From an optimization exercise on the open Yosys and OpenROAD flow, aimed at small area, a short achievable clock period and few clock cycles; shortcuts taken in it are not production practice.
Function was checked by simulation only, so behaviour that the tests miss may differ from the original.
No activity file was given, so power comes from the tool's default toggle rates. No driver is modelled on the clock port, so clocking that relies on it looks cheaper here than on a real chip.

== 07-12 ==
==> flow/design.v <==
module jc1_lane (
    input  wire       clk,
    input  wire       rst,         
    input  wire       cmd_valid,
    output wire       cmd_ready,
    input  wire [2:0] cmd_op,
    input  wire [7:0] cmd_data,
    output reg        res_valid,
    output reg  [7:0] res_data
);
    localparam OP_RESET  = 3'd0;
    localparam OP_STEP   = 3'd1;
    localparam OP_XOR    = 3'd2;
    localparam OP_WARMUP = 3'd3;
    localparam OP_PEEK_S = 3'd4;
    localparam OP_PEEK_P = 3'd5;
    localparam OP_PEEK_Q = 3'd6;
    reg  [2047:0] ring;                        
    wire [7:0]    r0   = ring[7:0];
    wire [7:0]    r253 = ring[2031:2024];
    wire [7:0]    r254 = ring[2039:2032];
    reg  [7:0] B;                              
    reg  [7:0] p;
    reg  [7:0] dq;                             
    reg        al;                             
    reg        swp;                            
    reg  [7:0] vn;                             
    reg        rdy;
    reg        s1v;
    reg  [2:0] s1op;
    reg        s1step;                         
    reg        s1peek;                         
    reg        s1warm;                         
    reg        s1rst;                          
    reg  [7:0] s1d;
    reg  [7:0] s1x;                            
    reg        s2step;
    assign cmd_ready = rdy;
    wire accept = cmd_valid & rdy & ~rst;
    wire fire      = s1v & (~s1step | al);
    wire fire_step = fire & s1step;
    wire last      = ~s1warm | (s1x == 8'd255);
    wire done      = fire & last;
    wire clear     = rst | (fire & s1rst);
    wire [7:0] sv = swp ? 8'd0 : r0;           
    wire [7:0] t  = sv + s1x;
    wire [7:0] ka = s1peek ? s1d : dq;
    wire [7:0] kb = s1peek ? ~B  : sv;
    wire [7:0] kc = s1x;
    wire [7:0] ksum = ka ^ kb ^ kc;
    wire [7:0] kcar = (ka & kb) | (ka & kc) | (kb & kc);
    wire [7:0] k    = ksum + {kcar[6:0], 1'b0};
    wire [7:0] q_cur = dq + p + 8'd2;
    reg        s2resp;                         
    reg  [1:0] s2mode;                         
    reg  [7:0] s2x;
    reg  [7:0] s2tp;                           
    reg        s2fwd;                          
    reg  [7:0] s2k;
    reg [63:0] s2lo;                           
    reg  [3:0] s2hi;                           
    reg [7:0] grp [0:15];
    reg [7:0] sq;
    integer g, m;
    always @(*) begin
        for (g = 0; g < 16; g = g + 1) begin
            grp[g] = 8'd0;
            for (m = 0; m < 16; m = m + 1)
                grp[g] = grp[g] | ({8{s2lo[16*(g/4)+m]}} & ring[8*(16*g+m) +: 8]);
        end
        sq = 8'd0;
        for (g = 0; g < 16; g = g + 1)
            sq = sq | ({8{s2hi[g%4]}} & grp[g]);
    end
    wire kv = ~swp | (s2k > vn);
    reg        s3step;
    reg        s3resp;
    reg  [1:0] s3mode;
    reg  [7:0] s3x;
    reg  [7:0] s3tp;
    reg        s3fwd;
    reg        s3kv;
    reg  [7:0] s3sq;
    wire [7:0] sqf = s3fwd ? r253 : (s3kv ? s3sq : 8'd0);
    wire [7:0] r   = s3tp + sqf;
    always @(posedge clk) begin
        ring[2023:0]    <= ring[2031:8];
        ring[2031:2024] <= s3step ? r : r254;
        ring[2039:2032] <= ring[2047:2040];
        ring[2047:2040] <= fire_step ? t : sv;
    end
    integer i;
    always @(posedge clk) begin
        if (clear) begin
            B   <= 8'd1;
            p   <= 8'd0;
            dq  <= 8'd254;
            al  <= 1'b1;
            swp <= 1'b1;
            vn  <= 8'd255;
        end else begin
            B   <= B + 8'd1;
            if (fire_step) begin
                p  <= p + 8'd1;
                dq <= k - 8'd1;
            end
            al  <= fire_step | (B == p);
            swp <= (vn != 8'd0);
            if (vn != 8'd0)
                vn <= vn - 8'd1;
        end
        if (rst) begin
            s1v <= 1'b0;
            rdy <= 1'b1;
        end else if (accept) begin
            s1v    <= 1'b1;
            s1op   <= cmd_op;
            s1step <= (cmd_op == OP_STEP) | (cmd_op == OP_XOR) | (cmd_op == OP_WARMUP);
            s1peek <= (cmd_op == OP_PEEK_S);
            s1warm <= (cmd_op == OP_WARMUP);
            s1rst  <= (cmd_op == OP_RESET);
            s1d    <= cmd_data;
            s1x    <= (cmd_op == OP_STEP) ? cmd_data : 8'd0;
            rdy    <= !((cmd_op == OP_STEP) | (cmd_op == OP_XOR) | (cmd_op == OP_WARMUP)) |
                      ((cmd_op != OP_WARMUP) & (clear | fire_step | (B == p)));
        end else if (!s1v || done) begin
            s1v <= 1'b0;
            rdy <= 1'b1;
        end else begin
            if (fire)
                s1x <= s1x + 8'd1;
            rdy <= (clear | fire_step | (B == p)) &
                   (~s1warm | ((s1x + {7'd0, fire}) == 8'd255));
        end
        s2step <= ~rst & fire_step;
        s2resp <= ~rst & done;
        s2tp   <= t + p + 8'd1;
        s2fwd  <= (k == 8'd254) & s2step;
        s2k    <= k;
        for (i = 0; i < 64; i = i + 1)
            s2lo[i] <= (k[7:6] == i[5:4]) & (k[3:0] == i[3:0]);
        for (i = 0; i < 4; i = i + 1)
            s2hi[i] <= (k[5:4] == i[1:0]);
        case (s1op)
            OP_STEP:   begin s2mode <= 2'd1; s2x <= 8'd0;  end
            OP_XOR:    begin s2mode <= 2'd1; s2x <= s1d;   end
            OP_PEEK_S: begin s2mode <= 2'd2; s2x <= 8'd0;  end
            OP_PEEK_P: begin s2mode <= 2'd0; s2x <= p;     end
            OP_PEEK_Q: begin s2mode <= 2'd0; s2x <= q_cur; end
            default:   begin s2mode <= 2'd0; s2x <= 8'd0;  end
        endcase
        s3step <= ~rst & s2step;
        s3resp <= ~rst & s2resp;
        s3mode <= s2mode;
        s3x    <= s2x;
        s3tp   <= s2tp;
        s3fwd  <= s2fwd;
        s3kv   <= kv;
        s3sq   <= sq;
        res_valid <= ~rst & s3resp;
        res_data  <= (s3mode == 2'd1) ? (r ^ s3x) :
                     (s3mode == 2'd2) ? sqf : s3x;
    end
endmodule
Settings: LEC_CHECK=0, CAP_MARGIN=20, CORE_MARGIN=2, CORE_UTILIZATION=50, CTS_BUF_LIST=sky130_fd_sc_hd__clkbuf_16, CTS_CLUSTER_DIAMETER=60, CTS_CLUSTER_SIZE=30, PLACE_DENSITY=0.6, SLEW_MARGIN=20; clock period 13.0 ns.
run.sh (not shown) runs the stock make flow with config.mk's settings and CLKGATE_MAP_FILE= SYNTH_SCRIPT=/design/flow/synth_recipe.tcl, a recipe that flattens the netlist after the stock synthesis.
07-12 did not stop at any stage, and its layout met the timing, design-rule and antenna checks.
Testbench counts of 07-12, summed over its fixed seeds: cycles 19,267.
[inputs] 09-06 vs 07-12
Settings: a change of CTS_CLUSTER_DIAMETER from 60 to 40; a change of CTS_CLUSTER_SIZE from 30 to 16; a change of CTS_BUF_LIST from sky130_fd_sc_hd__clkbuf_16 to sky130_fd_sc_hd__clkbuf_8.
--- outcome ---
Setup slack ended up 0.16 ns lower on 09-06 than on 07-12. Final hold slack: 09-06 > 07-12. Against 07-12, via count in 09-06 came out worse. Diff 07-12..09-06 | sequential power | negligible. Going from 07-12 to 09-06, the post-route clock period utilization was found to have gone up by 1.3 points. The lower met1 wire length came out of 07-12. Relative to 07-12, the global router's overall resource usage of 09-06 is higher by 0.34 points. Compared with 07-12, in 09-06 cell area after layout barely changed; clock-buffer cell count went up; setup violation total in the final timing report neither gained nor lost much.

---

jc1_lane, a different RTL version from the one above (not shown whole).
For scale: ~3,900 cells after synthesis, roughly 24 I/O pins.
==> flow/config.mk <==
export PLATFORM = sky130hd
export DESIGN_NAME = jc1_lane
export DESIGN_NICKNAME = jc1_lane
export VERILOG_FILES = /design/flow/design.v
export SDC_FILE = /design/flow/constraint.sdc
export NUM_CORES = 4
export LEC_CHECK = 0
export CAP_MARGIN = 20
export CORE_MARGIN = 2
export CORE_UTILIZATION = 50
export CTS_BUF_LIST = sky130_fd_sc_hd__clkbuf_16
export CTS_CLUSTER_DIAMETER = 100
export CTS_CLUSTER_SIZE = 30
export PLACE_DENSITY = 0.6
export SLEW_MARGIN = 20
export SYNTH_HIERARCHICAL = 1
export SYNTH_MINIMUM_KEEP_SIZE = 0
==> flow/constraint.sdc <==
create_clock -name core_clock -period 13.0 [get_ports {clk}]
set_input_delay 2.6000 -clock core_clock [delete_from_list [all_inputs] [get_ports {clk}]]
set_output_delay 2.6000 -clock core_clock [all_outputs]
set_load 0.01 [all_outputs]
standard.sh (not shown) runs the stock make flow with config.mk's settings and CLKGATE_MAP_FILE= SYNTH_SCRIPT=/design/flow/synth_recipe.tcl, a recipe that flattens the netlist after the stock synthesis.
==> flow/flow/run.sh <==
#!/bin/bash
# The standard layout, with the port buffers made of buf_4 cells instead of
# the delay buffers buffer_ports picks by default, and clock tree synthesis
# run with the standard settings but without dummy loads.  make's output goes
# to standard.log here; each ORFS step's log is under orfs/logs/.
set -euo pipefail
cd "$(dirname "${BASH_SOURCE[0]}")/.."
cts="-sink_clustering_enable -repair_clock_nets -sink_clustering_size 30"
cts="$cts -sink_clustering_max_diameter 100 -buf_list sky130_fd_sc_hd__clkbuf_16"
cts="$cts -dont_use_dummy_load"
bash standard.sh 'BUFFER_PORTS_ARGS=-buffer_cell sky130_fd_sc_hd__buf_4' \
  "CTS_ARGS=$cts" finish > standard.log 2>&1
The first run ran to the end with no violations.
Testbench counts at the start, summed over its fixed seeds: cycles 19,267.
Rerun with:
--- a/flow/config.mk
+++ b/flow/config.mk
@@ -9,3 +9,3 @@
 export CORE_MARGIN = 2
-export CORE_UTILIZATION = 50
+export CORE_UTILIZATION = 58
 export CTS_BUF_LIST = sky130_fd_sc_hd__clkbuf_16
@@ -13,3 +13,3 @@
 export CTS_CLUSTER_SIZE = 30
-export PLACE_DENSITY = 0.6
+export PLACE_DENSITY = 0.72
 export SLEW_MARGIN = 20
Critical path depth is unchanged.
Clock power stays flat.
Worst setup slack is worse by 0.011 ns.
Maximum frequency goes down slightly.
Via count grows slightly.
Total power goes down slightly.
Rerun with:
--- a/flow/config.mk
+++ b/flow/config.mk
@@ -9,3 +9,3 @@
 export CORE_MARGIN = 2
-export CORE_UTILIZATION = 58
+export CORE_UTILIZATION = 50
 export CTS_BUF_LIST = sky130_fd_sc_hd__clkbuf_16
@@ -13,3 +13,4 @@
 export CTS_CLUSTER_SIZE = 30
-export PLACE_DENSITY = 0.72
+export GPL_TIMING_DRIVEN = 0
+export PLACE_DENSITY = 0.6
 export SLEW_MARGIN = 20
Result:
- register-to-register slack degrades by 1.0 ns
- fmax drops by 18%
- global-route usage drops by 2.4 points
- clock-buffer cell count is unchanged
- non-clock buffer count climbs by 34
Rerun with:
--- a/flow/flow/run.sh
+++ b/flow/flow/run.sh
@@ -8,3 +8,3 @@
 cts="-sink_clustering_enable -repair_clock_nets -sink_clustering_size 30"
-cts="$cts -sink_clustering_max_diameter 100 -buf_list sky130_fd_sc_hd__clkbuf_16"
+cts="$cts -sink_clustering_max_diameter 60 -buf_list sky130_fd_sc_hd__clkbuf_16"
 cts="$cts -dont_use_dummy_load"
--- a/flow/config.mk
+++ b/flow/config.mk
@@ -11,5 +11,4 @@
 export CTS_BUF_LIST = sky130_fd_sc_hd__clkbuf_16
-export CTS_CLUSTER_DIAMETER = 100
+export CTS_CLUSTER_DIAMETER = 60
 export CTS_CLUSTER_SIZE = 30
-export GPL_TIMING_DRIVEN = 0
 export PLACE_DENSITY = 0.6
Count of clock-buffer cells in the layout increases by 36.
Fmax increases by 21%.
Synthesized cell count is unchanged.
Critical path depth decreases by 9.
Combinational power decreases by 18%.
Wire length decreases by 0.60%.
Hold slack gets worse by 0.051 ns.
Non-clock buffer count decreases by 31.
Total power increases by 4.2%.
Utilization decreases by 0.62 points.
Rerun with:
--- a/flow/flow/run.sh
+++ b/flow/flow/run.sh
@@ -7,3 +7,3 @@
 cd "$(dirname "${BASH_SOURCE[0]}")/.."
-cts="-sink_clustering_enable -repair_clock_nets -sink_clustering_size 30"
+cts="-sink_clustering_enable -repair_clock_nets -sink_clustering_size 35"
 cts="$cts -sink_clustering_max_diameter 60 -buf_list sky130_fd_sc_hd__clkbuf_16"
--- a/flow/config.mk
+++ b/flow/config.mk
@@ -12,3 +12,3 @@
 export CTS_CLUSTER_DIAMETER = 60
-export CTS_CLUSTER_SIZE = 30
+export CTS_CLUSTER_SIZE = 35
 export PLACE_DENSITY = 0.6
After rerunning:
- wire length stays flat
- core utilization stays flat
- hold slack stays flat
- cell area stays flat
- synthesized area stays the same
- worst setup slack is worse by 0.0095 ns
- critical path depth is unchanged
- register-to-register slack barely changes
- die area stays the same
- final cell count hardly moves
- non-clock buffer count does not change

separate check: timing with driven ports:
No port has a modelled driver above. Below, the same layouts with a new extraction and two added sets of constraints.
Step 1: set_driving_cell puts a clkbuf_16 on clk and a buf_2 on each other input, an assumption about the parent block.
Step 2 times the ports against the registers' clock, not the clock port: input delays grow and output delays shrink by t, the midpoint of the rising clock arrivals with the driver on.
Three values: ideal, step 1, step 2; two values: the first two.
run | t (ns) | setup WS [ns] | clock arrival spread, ns
07-12 | 0.825 | 8.762 / 8.705 / 8.067 | 0.036 / 0.036
09-06 | 1.015 | 8.599 / 8.528 / 8.043 | 0.054 / 0.055
the first run of note 2 | 0.742 | 9.286 / 9.207 / 8.826 | 0.058 / 0.059
the second run of note 2 | 0.730 | 9.274 / 9.199 / 8.753 | 0.079 / 0.079
the third run of note 2 | 0.747 | 8.453 / 8.453 / 8.453 | 0.057 / 0.058
the fourth run of note 2 | 0.779 | 9.255 / 9.177 / 8.771 | 0.104 / 0.104
the fifth run of note 2 | 0.786 | 9.245 / 9.166 / 8.772 | 0.107 / 0.107
After both steps every run listed still meets setup and hold. For 07-12, which loses most, drivers alone change the setup slack by -0.057 ns; drivers and shift together by -0.695 ns.
